Context: an optimization exercise on an open-source flow, tuned for small area, a short achievable clock period and few clock cycles per item. The choices shown serve that exercise and are no tape-out recipe.
RTL that was checked went through simulation tests only; none was proved equivalent to the original.

==> inputs of v22 <==
// gorilla_enc
module gorilla_enc (
    input  wire        clk,
    input  wire        rst,
    input  wire        in_valid,
    output wire        in_ready,
    input  wire [63:0] in_data,
    input  wire        in_first,
    input  wire        in_last,
    input  wire [1:0]  in_wc,
    output wire        out_valid,
    input  wire        out_ready,
    output wire [63:0] out_data,
    output wire        out_last,
    output wire [3:0]  out_nbytes
);
export LEC_CHECK = 0
export CAP_MARGIN = 20
export CORE_MARGIN = 2
export CORE_UTILIZATION = 25
export SLEW_MARGIN = 20
create_clock -name core_clock -period 18.0 [get_ports {clk}]
standard.sh (not shown) runs the stock make flow with config.mk's settings and CLKGATE_MAP_FILE= SYNTH_SCRIPT=/design/flow/synth_recipe.tcl, a recipe that flattens the netlist after the stock synthesis.
==> flow/flow/run.sh <==
#!/bin/bash
# Standard layout, with timing repair aimed below the design's period
# (repair_timing keeps a setup margin) and plain buffers on the ports.
set -e
export SETUP_SLACK_MARGIN=12
export BUFFER_PORTS_ARGS="-buffer_cell sky130_fd_sc_hd__buf_2"
bash standard.sh > standard.log 2>&1
==> inputs of v32, as changes to v22 <==
--- a/flow/design.v
+++ b/flow/design.v
@@ -80,28 +80,24 @@
     wire x_lg = m64 && (|xu[63:49]) && (|xu[14:0]);
     reg        w_v;          
     reg  [5:0] w_lz;         
     reg  [5:0] w_tz;         
     reg  [6:0] w_db;         
     reg        w_big;        
     reg        hdr_done;     
-    reg  [63:0] ring0, ring1, ring2;    
-    reg  [2:0]  m_last;      
-    reg  [3:0]  m_nb0, m_nb1, m_nb2;    
-    reg  [2:0]  sp;          
+    reg  [63:0] q0, q1, q2;  
+    reg  [2:0]  ql;          
+    reg  [3:0]  qn0, qn1, qn2;  
+    reg  [1:0]  c;           
     reg  [5:0]  off;         
-    reg  [2:0]  rp;          
-    reg  [1:0]  npend;       
     reg  [5:0]  r_wo;        
     reg  [5:0]  r_wo2;       
     reg  [5:0]  r_no;        
     reg         rdy;         
-    wire [2:0] sp1 = {sp[1:0], sp[2]};      
-    wire [2:0] sp2 = {sp[0], sp[2:1]};      
-    wire room  = !npend[1] || (npend == 2'd2 && off == 6'd0);
+    wire room  = !c[1] || (c == 2'd2 && off == 6'd0);
     wire can   = s1_v && room;
     wire reuse_c = s1_nz && w_v && (w_lz <= s1_lz) && (w_tz <= s1_tz);
     wire newwin  = !hdr_done && s1_nz && !reuse_c;
     wire [6:0] db_new = 7'd64 - {1'b0, s1_lz} - {1'b0, s1_tz};
     wire [4:0] h_new  = 5'd9 + {2'd0, s1_wc, 1'b0};
     wire       is_long  = !s1_first && !hdr_done && s1_nz && (s1_lg || w_big);
     wire       done     = can && !is_long;      
@@ -166,89 +162,82 @@
     endgenerate
     wire [63:0] v_a = v & at_or_after;
     wire [63:0] v_b = v & ~at_or_after;
     wire       wrap = endp[6];                    
     wire [3:0] nb_end = {1'b0, endp[5:3]} + {3'd0, |endp[2:0]};
     wire [3:0] nb_last = (wrap && endp[5:0] == 6'd0) ? 4'd8 : nb_end;
     wire       fin_in_next = wrap && (endp[5:0] != 6'd0);
-    wire [63:0] seg_out = ({64{rp[0]}} & ring0) | ({64{rp[1]}} & ring1) | ({64{rp[2]}} & ring2);
-    assign out_data   = rev64(seg_out);
-    assign out_valid  = (npend != 2'd0);
-    assign out_last   = |(rp & m_last);
-    assign out_nbytes = !out_last ? 4'd8 :
-                        (({4{rp[0]}} & m_nb0) | ({4{rp[1]}} & m_nb1) | ({4{rp[2]}} & m_nb2));
+    assign out_data   = rev64(q0);
+    assign out_valid  = (c != 2'd0);
+    assign out_last   = ql[0];
+    assign out_nbytes = ql[0] ? qn0 : 4'd8;
     wire take = out_valid && out_ready;
     assign in_ready = rdy;
     wire take_in = in_valid && rdy;
     wire [1:0] ncomp = !done ? {1'b0, wrap && wr} :
                        s1_last ? (fin_in_next ? 2'd2 : 2'd1) :
                        {1'b0, wrap};
-    wire [2:0] sa   = wr ? sp  : 3'd0;
-    wire [2:0] sb   = wr ? sp1 : 3'd0;
-    wire [2:0] sf   = seal ? (fin_in_next ? sp1 : sp) : 3'd0;
-    wire [2:0] rp1  = {rp[1:0], rp[2]};
-    wire [2:0] pend = (npend == 2'd0) ? 3'd0 : (npend == 2'd1) ? rp :
-                      (npend == 2'd2) ? (rp | rp1) : 3'b111;
-    wire [2:0] freeseg = rst ? 3'b111 : ~pend & (~sp | {3{off == 6'd0}});
-    wire [2:0] sp_nx = ncomp[1] ? sp2 : ncomp[0] ? sp1 : sp;
-    wire [1:0] npend_nx = npend - {1'b0, take} + ncomp;
+    wire [3:0] ch    = 4'b0001 << c;
+    wire [2:0] sa0   = wr ? ch[2:0] : 3'd0;                      
+    wire [2:0] sa1   = wr ? ch[3:1] : 3'd0;
+    wire [2:0] sb0   = wr ? {ch[1:0], 1'b0} : 3'd0;              
+    wire [2:0] sb1   = wr ? ch[2:0] : 3'd0;
+    wire [2:0] sa    = take ? sa1 : sa0;
+    wire [2:0] sb    = take ? sb1 : sb0;
+    wire [3:0] fsl   = fin_in_next ? {ch[2:0], 1'b0} : ch;       
+    wire [2:0] sf    = !seal ? 3'd0 : take ? fsl[3:1] : fsl[2:0];
+    wire [1:0] c_sh  = c - {1'b0, take};
+    wire [1:0] c_nx   = c_sh + ncomp;
     wire [5:0] off_nx = !can ? off : seal ? 6'd0 : endp[5:0];
-    wire       s1_v_nx     = rdy ? in_valid : (s1_v && !done);
-    wire       s1_first_nx = rdy ? in_first : s1_first;
-    wire       s1_lg_nx    = rdy ? x_lg : s1_lg;
+    wire       s1_v_nx     = take_in ? 1'b1 : done ? 1'b0 : s1_v;
+    wire       s1_first_nx = take_in ? in_first : s1_first;
+    wire       s1_lg_nx    = take_in ? x_lg : s1_lg;
     wire       hd_nx       = can ? is_long : hdr_done;
     wire       w_big_nx    = !can ? w_big : s1_first ? 1'b0 :
                              newwin ? (db_new >= 7'd63) : w_big;
-    wire       room_nx     = !npend_nx[1] || (npend_nx == 2'd2 && off_nx == 6'd0);
+    wire       room_nx     = !c_nx[1] || (c_nx == 2'd2 && off_nx == 6'd0);
     wire       long_nx     = !s1_first_nx && !hd_nx && (s1_lg_nx || w_big_nx);
     wire       rdy_nx      = !s1_v_nx || (room_nx && !long_nx);
     wire [5:0] w_lz_nx = (can && newwin) ? s1_lz : w_lz;
     always @(posedge clk) begin
         if (take_in) begin
             prev     <= in_data;
             wc_in    <= cur_wc;
-        end
-        if (rdy) begin
             s1_first <= in_first;
             s1_last  <= in_last;
             s1_wc    <= cur_wc;
             s1_x     <= xu;
             s1_nz    <= x_nz;
             s1_lz    <= x_lz;
             s1_tz    <= x_tz;
             s1_lg    <= x_lg;
         end
-        ring0 <= (ring0 & {64{~freeseg[0]}}) | (v_a & {64{sa[0]}}) | (v_b & {64{sb[0]}});
-        ring1 <= (ring1 & {64{~freeseg[1]}}) | (v_a & {64{sa[1]}}) | (v_b & {64{sb[1]}});
-        ring2 <= (ring2 & {64{~freeseg[2]}}) | (v_a & {64{sa[2]}}) | (v_b & {64{sb[2]}});
-        if (sf[0]) m_nb0 <= nb_last;
-        if (sf[1]) m_nb1 <= nb_last;
-        if (sf[2]) m_nb2 <= nb_last;
+        q0 <= (rst ? 64'd0 : take ? q1 : q0) | (v_a & {64{sa[0]}}) | (v_b & {64{sb[0]}});
+        q1 <= (rst ? 64'd0 : take ? q2 : q1) | (v_a & {64{sa[1]}}) | (v_b & {64{sb[1]}});
+        q2 <= (rst || take ? 64'd0 : q2)     | (v_a & {64{sa[2]}}) | (v_b & {64{sb[2]}});
+        if (sf[0]) qn0 <= nb_last; else if (take) qn0 <= qn1;
+        if (sf[1]) qn1 <= nb_last; else if (take) qn1 <= qn2;
+        if (sf[2]) qn2 <= nb_last;
         r_wo  <= w_lz_nx - off_nx;
         r_wo2 <= w_lz_nx - off_nx - 6'd2;
         r_no  <= 6'd0 - off_nx - {1'b0, 5'd9 + {2'd0, wc_in, 1'b0}};
         if (rst) begin
             s1_v     <= 1'b0;
             rdy      <= 1'b1;
-            m_last   <= 3'd0;
-            sp       <= 3'b001;
-            rp       <= 3'b001;
-            npend    <= 2'd0;
+            ql       <= 3'd0;
+            c        <= 2'd0;
             off      <= 6'd0;
             w_v      <= 1'b0;
             w_big    <= 1'b0;
             hdr_done <= 1'b0;
         end else begin
             s1_v  <= s1_v_nx;
             rdy   <= rdy_nx;
-            m_last <= (m_last & ~(take ? rp : 3'd0)) | sf;
-            if (take)
-                rp <= {rp[1:0], rp[2]};
-            sp    <= sp_nx;
-            npend <= npend_nx;
+            ql    <= ((take ? {1'b0, ql[2:1]} : ql) | sf[2:0]);
+            c     <= c_nx;
             off   <= off_nx;
             w_big <= w_big_nx;
             hdr_done <= hd_nx;
             if (can) begin
                 if (s1_first)
                     w_v <= 1'b0;
                 else if (newwin) begin
==> flow/run.sh (new file) <==
#!/bin/bash
# synth_recipe.tcl (not shown) runs the flow's synth.tcl, then flattens the netlist and writes it again
# the make line also repeats each setting of config.mk as NAME=value (left out here)
make -C /OpenROAD-flow-scripts/flow DESIGN_CONFIG=/design/flow/config.mk WORK_HOME=/design/flow/orfs CLKGATE_MAP_FILE= SYNTH_SCRIPT=/design/flow/synth_recipe.tcl finish
- CORE_UTILIZATION: 25 -> 45
- CTS_BUF_LIST: not set -> sky130_fd_sc_hd__clkbuf_8
- PLACE_DENSITY: not set -> 0.75
removed: flow/flow/run.sh
removed: flow/standard.sh
==> inputs of v10, as changes to v22 <==
==> flow/flow/run.sh (replaced) <==
#!/bin/bash
# Standard layout, with timing repair aimed below the design's period
# (repair_timing keeps a setup margin) and plain buffers on the ports.
set -e
export SETUP_SLACK_MARGIN=13
export BUFFER_PORTS_ARGS="-buffer_cell sky130_fd_sc_hd__buf_2"
bash standard.sh > standard.log 2>&1
==> summary of the runs <==
v32 passed the timing, design-rule and antenna checks. v22 went through all stages and came out clean. v10 passed the timing, design-rule and antenna checks. Between v10 and v32, the lower utilization is in v10 (gap 20 points). Sequential share of layout area, highest first: v22, v32, v10. Between v32 and v22, the lower count of clock-buffer cells in the layout is in v22 (gap 22). The highest global-route usage belongs to v32, the lowest to v22. Critical path depth, lowest first: v22, v10, v32. Synthesized cell count: v10 is lower than v32 (0.52%).
Testbench counts of v32, summed over its fixed seeds: cycles 18,496, items 18,380.
The RTL of v22 and v10 was laid out without a check of its function.

afterwards: timing with drivers on the ports:
The results above use ideal ports. As a check the final layouts listed here were re-extracted and re-timed, cells and wires unchanged. Step 1 sets driving cells, clkbuf_16 on the clock port and buf_2 on the other inputs (assumed; they add their load-dependent delay and slew). Step 2 adds t to the input delays and takes it off the output delays; t is the mean of the earliest and latest rising clock arrival at the registers after step 1. Input paths then give back, and output paths get back, about the clock's delay inside the block. a / b / c = ideal / step 1 / step 2; a / b = the first two.
run	t (ns)	slack for setup (ns)	worst setup path at the end
v22	0.674	11.983 / 11.914 / 11.614	input to register
v32	0.749	11.510 / 11.510 / 10.916	input to register
v10	0.656	12.111 / 12.048 / 12.096	input to register
After both steps every run listed still meets setup and hold. The setup slack of v32, which loses most, moves by 0.000 ns with the drivers and by -0.594 ns with both steps.
